Source: an optimization exercise on an open RTL-to-GDS flow (aim: small area, a short achievable clock period and few clock cycles). Production flows keep margins and buffers that such runs may drop. Where RTL was checked, it was by simulation tests only, not by an equivalence proof against the original. Power figures rest on the tool's default switching activity, not on a simulated workload.

==> flow/design.v (excerpt) <==
module godmr_core (
    input  wire        clk,
    input  wire        rst,           
    input  wire        req_valid,
    input  wire        req_write,
    input  wire [1:0]  req_size,      
    input  wire [11:0] req_addr,
    input  wire [31:0] req_wdata,
    output reg         resp_valid,
    output reg         resp_err,
    output reg  [31:0] resp_rdata,
    output wire [15:0] qr_code,       
    input  wire        qr_ok          
);
make LEC_CHECK=0 CAP_MARGIN=20 CORE_MARGIN=2 CORE_UTILIZATION=40 PLACE_DENSITY=0.6 SETUP_SLACK_MARGIN=2.6 SLEW_MARGIN=20 finish   # period 5.0 ns
run.sh (not shown) runs the stock make flow with config.mk's settings and CLKGATE_MAP_FILE= SYNTH_SCRIPT=/design/flow/synth_recipe.tcl, a recipe that flattens the netlist after the stock synthesis.
Testbench counts at the start, summed over its fixed seeds: cycles 27,148.
Rerun with:
--- a/flow/design.v
+++ b/flow/design.v
@@ -201,79 +201,68 @@
                 4'h5: rd_reg = {16'd0, crc16};
                 4'h6: rd_reg = crc32;
                 4'h8: rd_reg = {16'd0, sync_hi};
                 4'h9: rd_reg = sync_lo;
                 4'hA: rd_reg = {emb_len, 8'd0, emb_code};
                 4'hB: rd_reg = {23'd0, emb_valid, 2'b00, emb_lcss, emb_cc};
                 default: rd_reg = 32'd0;
             endcase
         end
         if (r_f && ri == 4'h7) rd_reg = f_view;
         if (r_f && ri == 4'h8) rd_reg = {16'd0, wlen};
     end
-    reg [31:0] rd_a, rd_b;
-    always @(posedge clk) begin
-        rd_a <= rd_frame;
-        rd_b <= rd_reg | ({32{rd_rf}} & ring_f) | ({32{rd_rw}} & ring_w);
-    end
-    always @* resp_rdata = rd_a | rd_b;
+    always @(posedge clk) resp_rdata <= rd_frame | rd_reg | ({32{rd_rf}} & ring_f) |
+                                        ({32{rd_rw}} & ring_w);
     reg [31:0] rg0 [0:7];
     reg [31:0] rg1 [0:7];
     reg [2:0]  pw;         
     reg [3:0]  pww;        
     reg [3:0]  clr;        
     reg        clr_done;   
     reg        pend;       
     reg        hit_pend;   
     reg [2:0]  p_idx;      
     reg        p_view;     
     reg        p_write;    
     wire rr_f = (word[9:3] == 7'b0000100);                        
     wire rr_w = (word[9:4] == 6'b000100) && (word[3:0] >= 4'd5) &&
                 (word[3:0] <= 4'd12);                             
     wire ring_req  = req_valid && size_ok && (rr_f || rr_w);
     wire hit_now   = ring_req && clr_done &&
                      (rr_f ? (word[2:0] == pw) : (word[3:0] == pww));
     wire ring_wait = ring_req && !hit_now;
     wire svc       = hit_now || hit_pend;
     wire s_write   = hit_now ? req_write : p_write;
     wire s_view    = hit_now ? rr_w : p_view;
+    wire [31:0] s_data = hit_now ? req_wdata : q_wd;
     reg cfp, cwp;
     wire tgt = s_view ? ~cfp : ~cwp;
+    wire wr_r0 = svc && s_write && !tgt;
+    wire wr_r1 = svc && s_write &&  tgt;
     wire [31:0] ring_f = cfp ? rg1[7] : rg0[7];
     wire [31:0] ring_w = cwp ? rg1[7] : rg0[7];
     wire rd_rf = (hit_now && !req_write && rr_f) || (hit_pend && !p_write && !p_view);
     wire rd_rw = (hit_now && !req_write && rr_w) || (hit_pend && !p_write &&  p_view);
     wire [16:0] ring_onehot = {1'b0, 8'b1 << pw, 8'b0};
     wire [16:0] rwf = (svc && s_write && !s_view) ? ring_onehot : 17'd0;
     wire [16:0] rww = (svc && s_write &&  s_view) ? ring_onehot : 17'd0;
-    reg w_go, w_b1;
-    always @(posedge clk) begin
-        w_go <= !rst && svc && s_write;
-        w_b1 <= tgt;
-    end
     wire zero_in = rst || !clr_done;
-    wire [31:0] wdz = q_wd & {32{~zero_in}};
-    wire we0 = zero_in || (w_go && !w_b1);
-    wire we1 = zero_in || (w_go &&  w_b1);
     integer g;
     always @(posedge clk) begin
-        rg0[0] <= rg0[7];
-        rg1[0] <= rg1[7];
-        rg0[1] <= we0 ? wdz : rg0[0];
-        rg1[1] <= we1 ? wdz : rg1[0];
-        for (g = 2; g < 8; g = g + 1) begin
+        for (g = 1; g < 8; g = g + 1) begin
             rg0[g] <= rg0[g - 1];
             rg1[g] <= rg1[g - 1];
         end
+        rg0[0] <= zero_in ? 32'd0 : (wr_r0 ? s_data : rg0[7]);
+        rg1[0] <= zero_in ? 32'd0 : (wr_r1 ? s_data : rg1[7]);
     end
     wire [2:0] pw_nx    = pw + 3'd3;
     wire       pend_nx  = ring_wait || (pend && !hit_pend);
     wire [2:0] p_idx_nx = req_valid ? (rr_f ? word[2:0] : (word[2:0] - 3'd5)) : p_idx;
     always @(posedge clk) begin
         if (rst) begin
             pw       <= 3'd0;
             pww      <= 4'd5;
             clr      <= 4'd8;
             clr_done <= 1'b0;
             pend     <= 1'b0;
             hit_pend <= 1'b0;
What happened: The new run completed with no timing, DRC or antenna violations; clock-buffer cell count falls by 3; cell area rose by a few percent; die area went up slightly; global-route usage went up by 4.4 points; routed wire length increases by about a fifth; final cell count increases by a few percent; critical path depth shrinks by 1; hold slack loses 11 ps; setup slack loses 150 ps; non-clock buffer count went up by 169; fmax went down by a few percent.
No functional check of the RTL was part of the second run of this note.

main:
godmr_core, a different RTL version from the one above (not shown whole).
Size: about 3400 cells after synthesis, roughly 1200 flip-flops, ~100 I/O pins, about 43000 sq um of cells after synthesis.
Settings: LEC_CHECK=0, CAP_MARGIN=20, CORE_MARGIN=2, CORE_UTILIZATION=40, PLACE_DENSITY=0.6, SETUP_SLACK_MARGIN=2.6, SLEW_MARGIN=20; clock period 5.0 ns.
Modified inputs, the feature branch compared to main
--- a/flow/design.v
+++ b/flow/design.v
@@ -205,28 +205,22 @@
                 4'hA: rd_reg = {emb_len, 8'd0, emb_code};
                 4'hB: rd_reg = {23'd0, emb_valid, 2'b00, emb_lcss, emb_cc};
                 default: rd_reg = 32'd0;
             endcase
         end
         if (r_f && ri == 4'h7) rd_reg = f_view;
         if (r_f && ri == 4'h8) rd_reg = {16'd0, wlen};
     end
-    reg [31:0] rd_a, rd_b;
-    always @(posedge clk) begin
-        rd_a <= rd_frame;
-        rd_b <= rd_reg | ({32{rd_rf}} & ring_f) | ({32{rd_rw}} & ring_w);
-    end
-    always @* resp_rdata = rd_a | rd_b;
+    always @(posedge clk) resp_rdata <= rd_frame | rd_reg | ({32{rd_rf}} & ring_f) |
+                                        ({32{rd_rw}} & ring_w);
     reg [31:0] rg0 [0:7];
     reg [31:0] rg1 [0:7];
     reg [2:0]  pw;         
     reg [3:0]  pww;        
-    reg [2:0]  pw1;        
-    reg [3:0]  pww1;       
     reg [3:0]  clr;        
     reg        clr_done;   
     reg        pend;       
     reg        hit_pend;   
     reg [2:0]  p_idx;      
     reg        p_view;     
     reg        p_write;    
     wire rr_f = (word[9:3] == 7'b0000100);                        
@@ -263,41 +257,34 @@
         rg1[0] <= rg1[7];
         rg0[1] <= we0 ? wdz : rg0[0];
         rg1[1] <= we1 ? wdz : rg1[0];
         for (g = 2; g < 8; g = g + 1) begin
             rg0[g] <= rg0[g - 1];
             rg1[g] <= rg1[g - 1];
         end
     end
-    wire [2:0] pw_nx    = pw1;
-    wire [2:0] pw_nx2   = pw1 + 3'd3;
+    wire [2:0] pw_nx    = pw + 3'd3;
     wire       pend_nx  = ring_wait || (pend && !hit_pend);
-    wire [2:0] p_idx_nx = rr_f ? word[2:0] : (word[2:0] - 3'd5);
-    wire hp_new = ring_wait && (rr_f ? (word[2:0] == pw1) : (word[3:0] == pww1));
-    wire hp_old = pend && !hit_pend && (p_idx == pw1);
+    wire [2:0] p_idx_nx = req_valid ? (rr_f ? word[2:0] : (word[2:0] - 3'd5)) : p_idx;
     always @(posedge clk) begin
         if (rst) begin
             pw       <= 3'd0;
             pww      <= 4'd5;
-            pw1      <= 3'd3;
-            pww1     <= 4'd8;
             clr      <= 4'd8;
             clr_done <= 1'b0;
             pend     <= 1'b0;
             hit_pend <= 1'b0;
         end else begin
-            pw       <= pw1;
-            pww      <= pww1;
-            pw1      <= pw_nx2;
-            pww1     <= {1'b0, pw_nx2} + 4'd5;
+            pw       <= pw_nx;
+            pww      <= {1'b0, pw_nx} + 4'd5;
             if (!clr_done) clr <= clr - 4'd1;
             clr_done <= (clr <= 4'd1);
             pend     <= pend_nx;
-            hit_pend <= (hp_new || hp_old) && (clr <= 4'd1);
+            hit_pend <= pend_nx && (clr <= 4'd1) && (p_idx_nx == pw_nx);
         end
         if (req_valid) begin
             p_idx   <= p_idx_nx;
             p_view  <= rr_w;
             p_write <= req_write;
         end
     end
     reg        q_cmd;         
==> comparison <==
The layout buffer count excluding clock buffers in the feature branch was higher than what main gave. The feature branch and main ended up with nearly the same final area. Total power: the feature branch below main. Status: starting density of the core parity (main, the feature branch). The feature branch reports its capturing instance or port of the critical path as resp_rdata[8] while main reports emb_code[3]. In the feature branch the setup slack turned out 22 ps higher than in main.
Function was not checked in any run of this note: the RTL went through the layout flow alone.

-- separate check: timing with driven ports --
No port has a modelled driver above. Below, the same layouts with a new extraction and two added sets of constraints. Step 1, drivers: a clkbuf_16 drives clk and a buf_2 each remaining input, both assumed. Step 2 moves the port delays by t, midway between the first and last clock arrival at a register: inputs arrive t later, outputs are due t later. That takes back most of the time a late clock gives input paths. Slacks: no drivers / after step 1 / after step 2; pairs: no drivers / after step 1.
| run | shift t [ns] | setup slack, ns | worst setup path after step 2 |
|---|---|---|---|
| the first run of note 1 | 0.764 | 2.360 / 2.391 / 1.627 | input to register |
| the second run of note 1 | 0.783 | 2.207 / 2.225 / 1.442 | input to register |
| main | 0.775 | 2.119 / 2.100 / 1.325 | input to register |
| the feature branch | 0.775 | 2.142 / 2.168 / 1.393 | input to register |
After both steps every run listed still meets setup and hold. For main, which loses most, drivers alone change the setup slack by -0.019 ns; drivers and shift together by -0.794 ns.
